This is an optimization exercise on Yosys and OpenROAD, whose aim is small area, not a production implementation.
Where RTL was checked, it was by simulation tests only, not by an equivalence proof against the original.
Power figures rest on the tool's default switching activity, not on a simulated workload. No driver is modelled on the clock port, so clocking that relies on it looks cheaper here than on a real chip.

## rpi433_core
module rpi433_core (
    input  wire        clk,
    input  wire        rst,
    input  wire        rx_in,
    input  wire        cmd_valid,
    input  wire [11:0] cmd,
    input  wire [15:0] rd_addr,
    output wire        tx_out,
    output wire        tx_busy,
    output wire        rx_done,
    output wire        rx_ovr,
    output wire        cmd_err,
    output wire [2:0]  rx_stat,
    output wire [4:0]  rx_cause,
    output wire [7:0]  rx_len,
    output wire [5:0]  rx_nbytes,
    output wire [15:0] min_low,
    output wire [15:0] min_high,
    output wire [7:0]  rd_data
);
Size in the first run: ~99 I/O pins, ~33000 sq um of cells after synthesis.
clock: 12.0 ns
lec_check: 0
cap_margin: 20
core_margin: 2
core_utilization: 40
cts_buf_list: sky130_fd_sc_hd__clkbuf_8
cts_cluster_diameter: 50
cts_cluster_size: 18
slew_margin: 20
run.sh (not shown) runs the stock make flow with config.mk's settings and CLKGATE_MAP_FILE= SYNTH_SCRIPT=/design/flow/synth_recipe.tcl, a recipe that flattens the netlist after the stock synthesis.
The first run completed with no timing, DRC or antenna violations.
Change:
--- a/flow/design.v
+++ b/flow/design.v
@@ -359,31 +359,24 @@
                         if ({2'b00, pay_c} == nlen)
                             dchk <= 1'b1;
                     end
                 end
             end
         end
     end
     wire [4:0] rd_sl   = rd_addr[4:0] + ph;
-    reg  [7:0] rd_b0, rd_b1;
-    always @* begin
-        rd_b0 = 8'h00;
-        rd_b1 = 8'h00;
-        for (q = 0; q < 32; q = q + 1) begin
-            rd_b0 = rd_b0 | ({8{rd_sl == q && !disp}} & bank0[8*q +: 8]);
-            rd_b1 = rd_b1 | ({8{rd_sl == q &&  disp}} & bank1[8*q +: 8]);
-        end
-    end
+    wire [7:0] rd_b0   = bank0[8*rd_sl +: 8];
+    wire [7:0] rd_b1   = bank1[8*rd_sl +: 8];
     wire       rd_ok   = (rd_addr[15:8] == 8'h00) && (rd_addr[7:0] < rxlen);
     assign tx_out    = txlevel;
     assign tx_busy   = (txphase != T_IDLE);
     assign rx_done   = rxdone;
     assign rx_ovr    = rxovr;
     assign cmd_err   = cmderr;
     assign rx_stat   = rxstat;
     assign rx_cause  = rxcause;
     assign rx_len    = rxlen;
     assign rx_nbytes = rxnbytes;
     assign min_low   = {9'd0, minlow};
     assign min_high  = {9'd0, minhigh};
-    assign rd_data   = rd_ok ? (rd_b1 | rd_b0) : 8'h00;
+    assign rd_data   = rd_ok ? (disp ? rd_b1 : rd_b0) : 8'h00;
 endmodule
What happened:
- setup slack improved by 0.93 ns
- die area grows slightly
- sequential power stays flat
- clock-buffer cell count went down by 11
- wire length falls by a quarter to a third
- via count drops by roughly a tenth
- total power goes down by a few percent
- flip-flop and latch count is unchanged
- clock power falls by a little under a tenth
- synthesized area came out higher slightly
No run of this note included a check of the RTL's function; only the layout flow was run.


rpi433_core, a different RTL version from the one above (not shown whole).
Size in the first run: about 2,500 cells after synthesis, ~970 flip-flops, roughly 99 I/O pins, ~0.029 mm^2 of cells after synthesis.
// rpi433_core
module rpi433_core (
    input  wire        clk,
    input  wire        rst,
    input  wire        rx_in,
    input  wire        cmd_valid,
    input  wire [11:0] cmd,
    input  wire [15:0] rd_addr,
    output wire        tx_out,
    output wire        tx_busy,
    output wire        rx_done,
    output wire        rx_ovr,
    output wire        cmd_err,
    output wire [2:0]  rx_stat,
    output wire [4:0]  rx_cause,
    output wire [7:0]  rx_len,
    output wire [5:0]  rx_nbytes,
    output wire [15:0] min_low,
    output wire [15:0] min_high,
    output wire [7:0]  rd_data
);
export LEC_CHECK = 0
export CAP_MARGIN = 20
export CORE_MARGIN = 2
export CORE_UTILIZATION = 75
export GPL_TIMING_DRIVEN = 0
export PLACE_DENSITY = 0.88
export SLEW_MARGIN = 20
create_clock -name core_clock -period 12.0 [get_ports {clk}]
standard.sh (not shown) runs the stock make flow with config.mk's settings and CLKGATE_MAP_FILE= SYNTH_SCRIPT=/design/flow/synth_recipe.tcl, a recipe that flattens the netlist after the stock synthesis.
==> flow/flow/run.sh <==
#!/bin/bash
# Layout flow: the standard flow (standard.sh) with these changes.
#  1. Synthesis is the standard one, but ABC maps the logic with flow/abc_map.script
#     (area-recovering mapping rounds) instead of ORFS's abc_speed.script, and adders
#     are left to ABC (no ADDER_MAP_FILE) instead of being mapped to ha/fa cells first.
#     Registers are mapped before ABC runs, so they are the standard synthesis's
#     registers.
#  2. Ports are buffered with sky130_fd_sc_hd__buf_1.
#  3. CTS uses clkbuf_16 with larger sink clusters and inserts no dummy loads.
#  4. The buffers synthesis puts on pass-through (constant) outputs are removed at
#     floorplan (REMOVE_ABC_BUFFERS), as timing-driven placement would otherwise do.
# Each step's output goes to a log file in this folder.
set -euo pipefail
here=$(pwd)
rm -rf "$here/scripts_abc"
cp -r "$FLOW_HOME/scripts" "$here/scripts_abc"
cp "$here/flow/abc_map.script" "$here/scripts_abc/abc_speed.script"
export REMOVE_ABC_BUFFERS=1
export BUFFER_PORTS_ARGS="-buffer_cell sky130_fd_sc_hd__buf_1"
export CTS_ARGS="-sink_clustering_enable -repair_clock_nets -sink_clustering_size 30 -sink_clustering_max_diameter 80 -buf_list sky130_fd_sc_hd__clkbuf_16 -dont_use_dummy_load"
SCRIPTS_DIR="$here/scripts_abc" ADDER_MAP_FILE= bash standard.sh synth > "$here/synth.log" 2>&1
bash standard.sh > "$here/layout.log" 2>&1
==> flow/flow/abc_map.script <==
&get -n
&st
&dc2
&dch -f
&nf -R 1000 -p -F 8 -A 4
&st
&syn2
&dc2
&if -g -K 6
&synch2
&nf -R 1000 -p -F 8 -A 4
&st
&syn2
&if -g -K 6
&synch2
&nf -R 1000 -p -F 8 -A 4
&st
&dc2
&dch -f
&nf -R 1000 -p -F 8 -A 4
&put
topo
stime -c
dnsize -c
Then changed:
--- a/flow/design.v
+++ b/flow/design.v
@@ -40,16 +40,15 @@
     reg         txlevel;
     reg [7:0]   txhold;
     reg [2:0]   txbc;            
     reg [4:0]   txcnt;           
     reg [5:0]   txlen;
     reg [7:0]   txchk;           
     reg [255:0] txr;             
-    reg [7:0]   txs2, txs3;      
-    reg         txv1, txv2, txv3;    
+    reg         txpv;            
     reg [7:0]   txn;             
     reg         cmderr;
     reg         rxact;           
     reg         level;
     reg [6:0]   elapsed;         
     reg [6:0]   unit;            
     reg         bad;
@@ -109,25 +108,19 @@
     wire do_txpush = cmd_valid && op == OP_TXPUSH && tx_idle_s && !txlen[5];
     wire do_txgo   = cmd_valid && op == OP_TXGO   && tx_idle_s;
     wire do_rxack  = cmd_valid && op == OP_RXACK;
     wire do_errclr = cmd_valid && op == OP_ERRCLR;
     wire refused   = cmd_valid && (op == OP_TXCLR || op == OP_TXPUSH || op == OP_TXGO ||
                                    op > OP_ERRCLR) &&
                      !(do_txclr || do_txpush || do_txgo);
-    wire [1:0] tx_n2    = 2'd1 + {1'b0, txv1};
-    wire [1:0] tx_n3    = 2'd1 + {1'b0, txv1} + {1'b0, txv2};
-    wire [1:0] tx_base  = txlen[1:0] + ph[1:0] + 2'd1;        
-    wire       tx_c0    = do_txpush && (tx_base == 2'd0);
-    wire       tx_c1    = txv1 && (tx_base == 2'd1);
-    wire       tx_c2    = txv2 && (tx_base == tx_n2);
-    wire       tx_c3    = txv3 && (tx_base == tx_n3);
-    wire       tx_we    = tx_c0 || tx_c1 || tx_c2 || tx_c3;
-    wire [1:0] tx_nsel  = tx_c0 ? 2'd0 : tx_c1 ? 2'd1 : tx_c2 ? tx_n2 : tx_n3;
-    wire [4:0] tx_wsl   = txlen[4:0] + ph + 5'd1 - {3'd0, tx_nsel};    
-    wire [7:0] tx_wd    = tx_c0 ? arg : tx_c1 ? txchk : tx_c2 ? txs2 : txs3;
+    wire [4:0] tx_wsl   = txlen[4:0] + ph + {4'd0, !txpv};    
+    wire       tx_podd  = !(txlen[0] ^ ph[0]);                  
+    wire       tx_dir   = do_txpush && !tx_podd;
+    wire       tx_we    = txpv || tx_dir;
+    wire [7:0] tx_wd    = txpv ? txchk : arg;
     wire [4:0] tx_rsl   = txcnt + ph;
     wire       tx_fetch = (tx_rsl[2:0] == 3'd7) && (txrg == G_LEN || (txrg == G_PAY && txbc == 3'd0));
     wire [6:0] diff     = (elapsed == 7'd127) ? 7'd127 : elapsed + 1'b1;
     wire       gate     = rxact && (diff > END_P);
     wire       rx_start = rxact && (cwcnt == 10'd0);      
     wire       changed  = (rx_in != level);
     wire       accepted = changed && (diff >= 7'd2);
@@ -166,22 +159,19 @@
         else if (acc != 8'h00)       fin_stat = ST_CHKMISMATCH;
         else                         fin_stat = ST_OK;
     end
     wire fin_ok = (fin_stat == ST_OK);
     wire rxdone_h = do_rxack ? 1'b0 : rxdone;
     wire rxovr_h  = do_rxack ? 1'b0 : rxovr;
     always @(posedge clk) begin
-        for (q = 0; q < 32; q = q + 1)
-            if (q % 4 == 0)
-                txr[8*q +: 8] <= ~((tx_we && tx_wsl[4:2] == q[4:2]) ? (q[2] ? tx_wd : ~tx_wd)
-                                                                  : txr[8*((q+31)%32) +: 8]);
-            else
-                txr[8*q +: 8] <= txr[8*(q-1) +: 8];
-        txs2 <= txchk;
-        txs3 <= txs2;
+        for (q = 0; q < 32; q = q + 2)
+            txr[8*q +: 8] <= ~((tx_we && tx_wsl[4:1] == q[4:1]) ? (q[1] ? tx_wd : ~tx_wd)
+                                                              : txr[8*((q+31)%32) +: 8]);
+        for (q = 1; q < 32; q = q + 2)
+            txr[8*q +: 8] <= txr[8*(q-1) +: 8];
         if (tx_fetch)
             txn <= ~txr[8*{tx_rsl[4:3], 3'd7} +: 8];      
         bank0 <= {bank0[247:128], (wr16 && disp)  ? pend : bank0[127:120],
                   bank0[119:0],   (wr0 && disp)   ? pend : bank0[255:248]};
         bank1 <= {bank1[247:128], (wr16 && !disp) ? pend : bank1[127:120],
                   bank1[119:0],   (wr0 && !disp)  ? pend : bank1[255:248]};
         if (byte_store)
@@ -239,17 +229,15 @@
     end
     always @(posedge clk) begin
         if (rst) begin
             ph       <= 5'd0;
             txphase  <= T_IDLE;
             txlevel  <= 1'b0;
             txlen    <= 6'd0;
-            txv1     <= 1'b0;
-            txv2     <= 1'b0;
-            txv3     <= 1'b0;
+            txpv     <= 1'b0;
             cmderr   <= 1'b0;
             rxact    <= 1'b0;
             level    <= 1'b0;
             elapsed  <= 7'd0;
             bad      <= 1'b0;
             cwovf    <= 1'b0;
             cwcnt    <= 10'd0;
@@ -273,17 +261,15 @@
         end else begin
             ph <= ph + 1'b1;
             txphase <= txphase_s;
             if (txphase == T_FIN && !tx_hold)
                 txlevel <= 1'b0;
             else if (tx_bit)
                 txlevel <= ~txlevel;
-            txv1 <= do_txpush;
-            txv2 <= txv1 && !do_txclr;
-            txv3 <= txv2 && !do_txclr;
+            txpv <= do_txpush && tx_podd;
             if (do_txclr)
                 txlen <= 6'd0;
             if (do_txpush)
                 txlen <= txlen + 1'b1;
             if (do_txgo) begin
                 txlevel <= 1'b1;
                 txphase <= T_RUN;
After rerunning:
- The new run produced a clean layout
- synthesized cell count came out higher by 0.91%
- routed wire length came out higher by 1.5%
- combinational power came out lower by 15%
- clock power barely changes
- count of clock-buffer cells in the layout does not change
- core utilization came out higher by 0.43 points
- design area came out higher by 0.76%
- power came out lower by 2.3%
- register-to-register slack improved by 0.98 ns
- first-iteration DRC count came out lower by 1.8%
- critical path depth came out higher by 2

[re-timing with driven ports]
The flow's constraints put no driver on any port. The routed layouts listed below were extracted and timed again, unchanged, in two steps. Step 1, drivers: a clkbuf_16 drives clk and a buf_2 each remaining input, both assumed. Step 2 times the ports against the registers' clock, not the clock port: input delays grow and output delays shrink by t, the midpoint of the rising clock arrivals with the driver on. Slacks: ideal / step 1 / step 2; pairs: ideal / step 1.
| run | t (ns) | setup slack, ns | clock arrival spread, ns | slew at the worst register clock pin (ns) |
|---|---|---|---|---|
| the first run of note 1 | 0.803 | 2.062 / 1.988 / 1.988 | 0.083 / 0.082 | 0.11 / 0.11 |
| the second run of note 1 | 0.780 | 2.989 / 2.957 / 2.957 | 0.082 / 0.082 | 0.11 / 0.11 |
| the first run of note 2 | 0.650 | 2.698 / 2.665 / 2.665 | 0.067 / 0.066 | 0.11 / 0.11 |
| the second run of note 2 | 0.653 | 2.683 / 2.663 / 2.663 | 0.061 / 0.061 | 0.11 / 0.11 |
After both steps setup and hold are still met in every run listed. For the first run of note 1, which loses most, drivers alone change the setup slack by -0.074 ns; drivers and shift together by -0.074 ns.
